From an optimization exercise on the open Yosys and OpenROAD flow, aimed at small area; shortcuts taken in it are not production practice.
In this exercise RTL edits were held to simulation tests only and were not proved equivalent to the original.
No activity file was given, so power comes from the tool's default toggle rates.

## v26
Design cp_slot_engine, start of the top module:
module cp_slot_engine (
    input  wire        clk,
    input  wire        rst,
    input  wire [3:0]  dip,
    input  wire        res_ok,
    input  wire        tick,
    input  wire        sample,
    input  wire        btn_check,
    input  wire        btn_write,
    input  wire        fa_rsp,
    input  wire [2:0]  fa_status,
    input  wire        fa_flag,
    input  wire [31:0] fa_size,
    input  wire [3:0]  st_idx,
    output wire [3:0]  mux_addr,
    output wire [15:0] led,
    output wire        fa_req,
    output wire [2:0]  fa_cmd,
    output wire [3:0]  fa_speed,
    output wire        arch_req,
    output wire        busy,
    output wire        ready,
    output wire        gerr,
    output wire        fatal,
    output wire [2:0]  run_err,
    output wire [2:0]  fatal_code,
    output wire [1:0]  evt,
    output wire [8:0]  st_data
);
Size in the first run: ~890 cells after synthesis, ~200 flip-flops, roughly 100 I/O pins, roughly 9700 um2 of cells after synthesis.
clock: 10.0 ns
lec_check: 0
cap_margin: 0
core_margin: 2
core_utilization: 65
cts_buf_list: sky130_fd_sc_hd__clkbuf_8
cts_cluster_diameter: 60
cts_cluster_size: 24
slew_margin: 0
standard.sh (not shown) runs the stock make flow with config.mk's settings and CLKGATE_MAP_FILE= SYNTH_SCRIPT=/design/flow/synth_recipe.tcl, a recipe that flattens the netlist after the stock synthesis.
==> flow/flow/run.sh <==
#!/bin/bash
set -euo pipefail
here=$PWD
cat flow/abc_override.tcl synth_recipe.tcl > "$here/area_synth.tcl"
export FLOW_ABC_SCRIPT="$here/flow/abc_area.script"
bash standard.sh SYNTH_SCRIPT="$here/area_synth.tcl" \
  BUFFER_PORTS_ARGS="-buffer_cell sky130_fd_sc_hd__buf_1" finish > standard.log 2>&1
==> flow/flow/abc_area.script <==
&get -n
&st
&dch
&nf -a
&put
mfs2 -W 8
strash
&get -n
&dch -f
&nf -a -R 1000
&put
mfs2 -W 8
strash
&get -n
&dch -f
&nf -a -R 1000
&put
==> flow/flow/abc_override.tcl <==
# Prepended to synth_recipe.tcl: every abc call runs the area script next to
# this file instead of ORFS's speed script. Registers are untouched.
proc abc {args} {
  set i [lsearch -exact $args -script]
  if {$i >= 0} { set args [lreplace $args [expr {$i+1}] [expr {$i+1}] $::env(FLOW_ABC_SCRIPT)] }
  yosys abc {*}$args
}
v26 finished every step from synthesis to the final layout, and the layout passed the timing, design-rule and antenna checks.
Input-level comparison between v30 and v26:
==> flow/flow/run.sh <==
#!/bin/bash
set -euo pipefail
here=$PWD
cat flow/abc_override.tcl synth_recipe.tcl > "$here/area_synth.tcl"
export FLOW_ABC_SCRIPT="$here/flow/abc_area.script"
bash standard.sh SYNTH_SCRIPT="$here/area_synth.tcl" \
  BUFFER_PORTS_ARGS="-buffer_cell sky130_fd_sc_hd__buf_1" \
  CTS_ARGS="-sink_clustering_enable -repair_clock_nets -buf_list sky130_fd_sc_hd__clkbuf_8 -dont_use_dummy_load" finish > standard.log 2>&1
==> flow/config.mk <==
export PLATFORM = sky130hd
export DESIGN_NAME = cp_slot_engine
export DESIGN_NICKNAME = cp_slot_engine
export VERILOG_FILES = /design/flow/design.v
export SDC_FILE = /design/flow/constraint.sdc
export NUM_CORES = 4
export LEC_CHECK = 0
export CAP_MARGIN = 20
export CORE_MARGIN = 2
export CORE_UTILIZATION = 40
export CTS_BUF_LIST = sky130_fd_sc_hd__clkbuf_8
export SLEW_MARGIN = 20
--- outcome ---
- Higher post-route minimum period among v26 and v30: v26
- Clock latency on the worst-skew pair down 20 ps in v30 wrt v26
- Global-route total usage across every layer: v26 and v30 compared, lower one is v30
- [v30 vs v26] number of cells in the finished layout apart from fillers: higher in v30
- Going from v26 to v30, die outline area grew by more than half.
- Between v26 and v30, the final number of max-transition violations figures differ only marginally.
- Each of the runs, namely v26 and v30, reached the end of the flow and came out clean.

Another version of the RTL of cp_slot_engine (not shown whole).
Size: about 200 flip-flops, about 100 I/O pins, about 9700 um2 of cells after synthesis.
// cp_slot_engine
module cp_slot_engine (
    input  wire        clk,
    input  wire        rst,
    input  wire [3:0]  dip,
    input  wire        res_ok,
    input  wire        tick,
    input  wire        sample,
    input  wire        btn_check,
    input  wire        btn_write,
    input  wire        fa_rsp,
    input  wire [2:0]  fa_status,
    input  wire        fa_flag,
    input  wire [31:0] fa_size,
    input  wire [3:0]  st_idx,
    output wire [3:0]  mux_addr,
    output wire [15:0] led,
    output wire        fa_req,
    output wire [2:0]  fa_cmd,
    output wire [3:0]  fa_speed,
    output wire        arch_req,
    output wire        busy,
    output wire        ready,
    output wire        gerr,
    output wire        fatal,
    output wire [2:0]  run_err,
    output wire [2:0]  fatal_code,
    output wire [1:0]  evt,
    output wire [8:0]  st_data
);
    wire        boot_first, boot_run, boot_end;
    wire [15:0] m_fast, m_slow, m_on, m_data;
    reg  [3:0]  speed_cfg;
    always @(posedge clk)
        if (rst) speed_cfg <= dip;
  ...
==> flow/config.mk <==
export PLATFORM = sky130hd
export DESIGN_NAME = cp_slot_engine
export DESIGN_NICKNAME = cp_slot_engine
export VERILOG_FILES = /design/flow/design.v
export SDC_FILE = /design/flow/constraint.sdc
export NUM_CORES = 4
export LEC_CHECK = 0
export CAP_MARGIN = 20
export CORE_MARGIN = 2
export CORE_UTILIZATION = 40
export CTS_BUF_LIST = sky130_fd_sc_hd__clkbuf_8
export SLEW_MARGIN = 20
==> flow/constraint.sdc <==
create_clock -name core_clock -period 10.0 [get_ports {clk}]
set_input_delay 2.0000 -clock core_clock [delete_from_list [all_inputs] [get_ports {clk}]]
set_output_delay 2.0000 -clock core_clock [all_outputs]
set_load 0.01 [all_outputs]
==> flow/flow/run.sh <==
#!/bin/bash
# The standard layout with these changes:
#  - synthesis maps the logic with an area-oriented ABC script (flow/abc_area.script);
#    everything else in synthesis, registers included, is synth_recipe.tcl's;
#  - the port buffers are buf_1 instead of ORFS's default cell;
set -euo pipefail
here=$PWD
cat flow/abc_override.tcl synth_recipe.tcl > "$here/area_synth.tcl"
export FLOW_ABC_SCRIPT="$here/flow/abc_area.script"
bash standard.sh SYNTH_SCRIPT="$here/area_synth.tcl" \
  BUFFER_PORTS_ARGS="-buffer_cell sky130_fd_sc_hd__buf_1" \
  CTS_ARGS="-sink_clustering_enable -repair_clock_nets -buf_list sky130_fd_sc_hd__clkbuf_16 -dont_use_dummy_load" \
  finish > standard.log 2>&1
Scripts as last shown in full above: flow/flow/abc_area.script, flow/flow/abc_override.tcl
The starting point completed with no timing, DRC or antenna violations.
Next try:
--- a/flow/flow/run.sh
+++ b/flow/flow/run.sh
@@ -11,3 +11,3 @@
   BUFFER_PORTS_ARGS="-buffer_cell sky130_fd_sc_hd__buf_1" \
-  CTS_ARGS="-sink_clustering_enable -repair_clock_nets -buf_list sky130_fd_sc_hd__clkbuf_16 -dont_use_dummy_load" \
+  CTS_ARGS="-sink_clustering_enable -repair_clock_nets -buf_list sky130_fd_sc_hd__clkbuf_8 -dont_use_dummy_load" \
   finish > standard.log 2>&1
Clock-buffer cell count is unchanged.
Cell area shrinks by 1.8%.
Register-to-register slack is worse by 0.02 ns.
Die area does not change.
Total power shrinks by about 9%.
Sequential share of layout area grows by 0.93 points.
Global-route usage barely changes.
Routed wire length stays flat.
Sequential cell count is unchanged.
Non-clock buffer count does not change.
Final cell count does not change.
Next try:
Settings changed: CORE_UTILIZATION 40 to 55.
Area after synthesis does not change.
Wire length falls by 4.3%.
Setup slack gets worse by 0.029 ns.
Power falls by 0.49%.

## separate check: timing with driven ports
The flow's constraints put no driver on any port. The routed layouts listed below were extracted and timed again, unchanged, in two steps. Step 1: set_driving_cell puts a clkbuf_16 on clk and a buf_2 on each other input, an assumption about the parent block. Step 2 adds t to the input delays and takes it off the output delays; t is the mean of the earliest and latest rising clock arrival at the registers after step 1. Input paths then give back, and output paths get back, about the clock's delay inside the block. a / b / c = ideal ports / drivers / drivers and shift; a / b = the first two.
run | shift t [ns] | setup WS [ns] | worst setup path after step 2 | worst register clock-pin slew, ns | cell pins on the clock port's net
v26 | 0.533 | 3.554 / 3.521 / 3.521 | input to output | 0.12 / 0.12 | 1
v30 | 0.496 | 3.826 / 3.797 / 3.797 | input to output | 0.12 / 0.12 | 1
the first run of note 2 | 0.463 | 3.770 / 3.748 / 3.748 | input to output | 0.08 / 0.08 | 1
the second run of note 2 | 0.494 | 3.775 / 3.753 / 3.753 | input to output | 0.11 / 0.11 | 1
the third run of note 2 | 0.510 | 3.746 / 3.719 / 3.719 | input to output | 0.12 / 0.12 | 1
After both steps every run listed still meets setup and hold. The setup slack of v26, which loses most, moves by -0.033 ns with the drivers and by -0.033 ns with both steps.
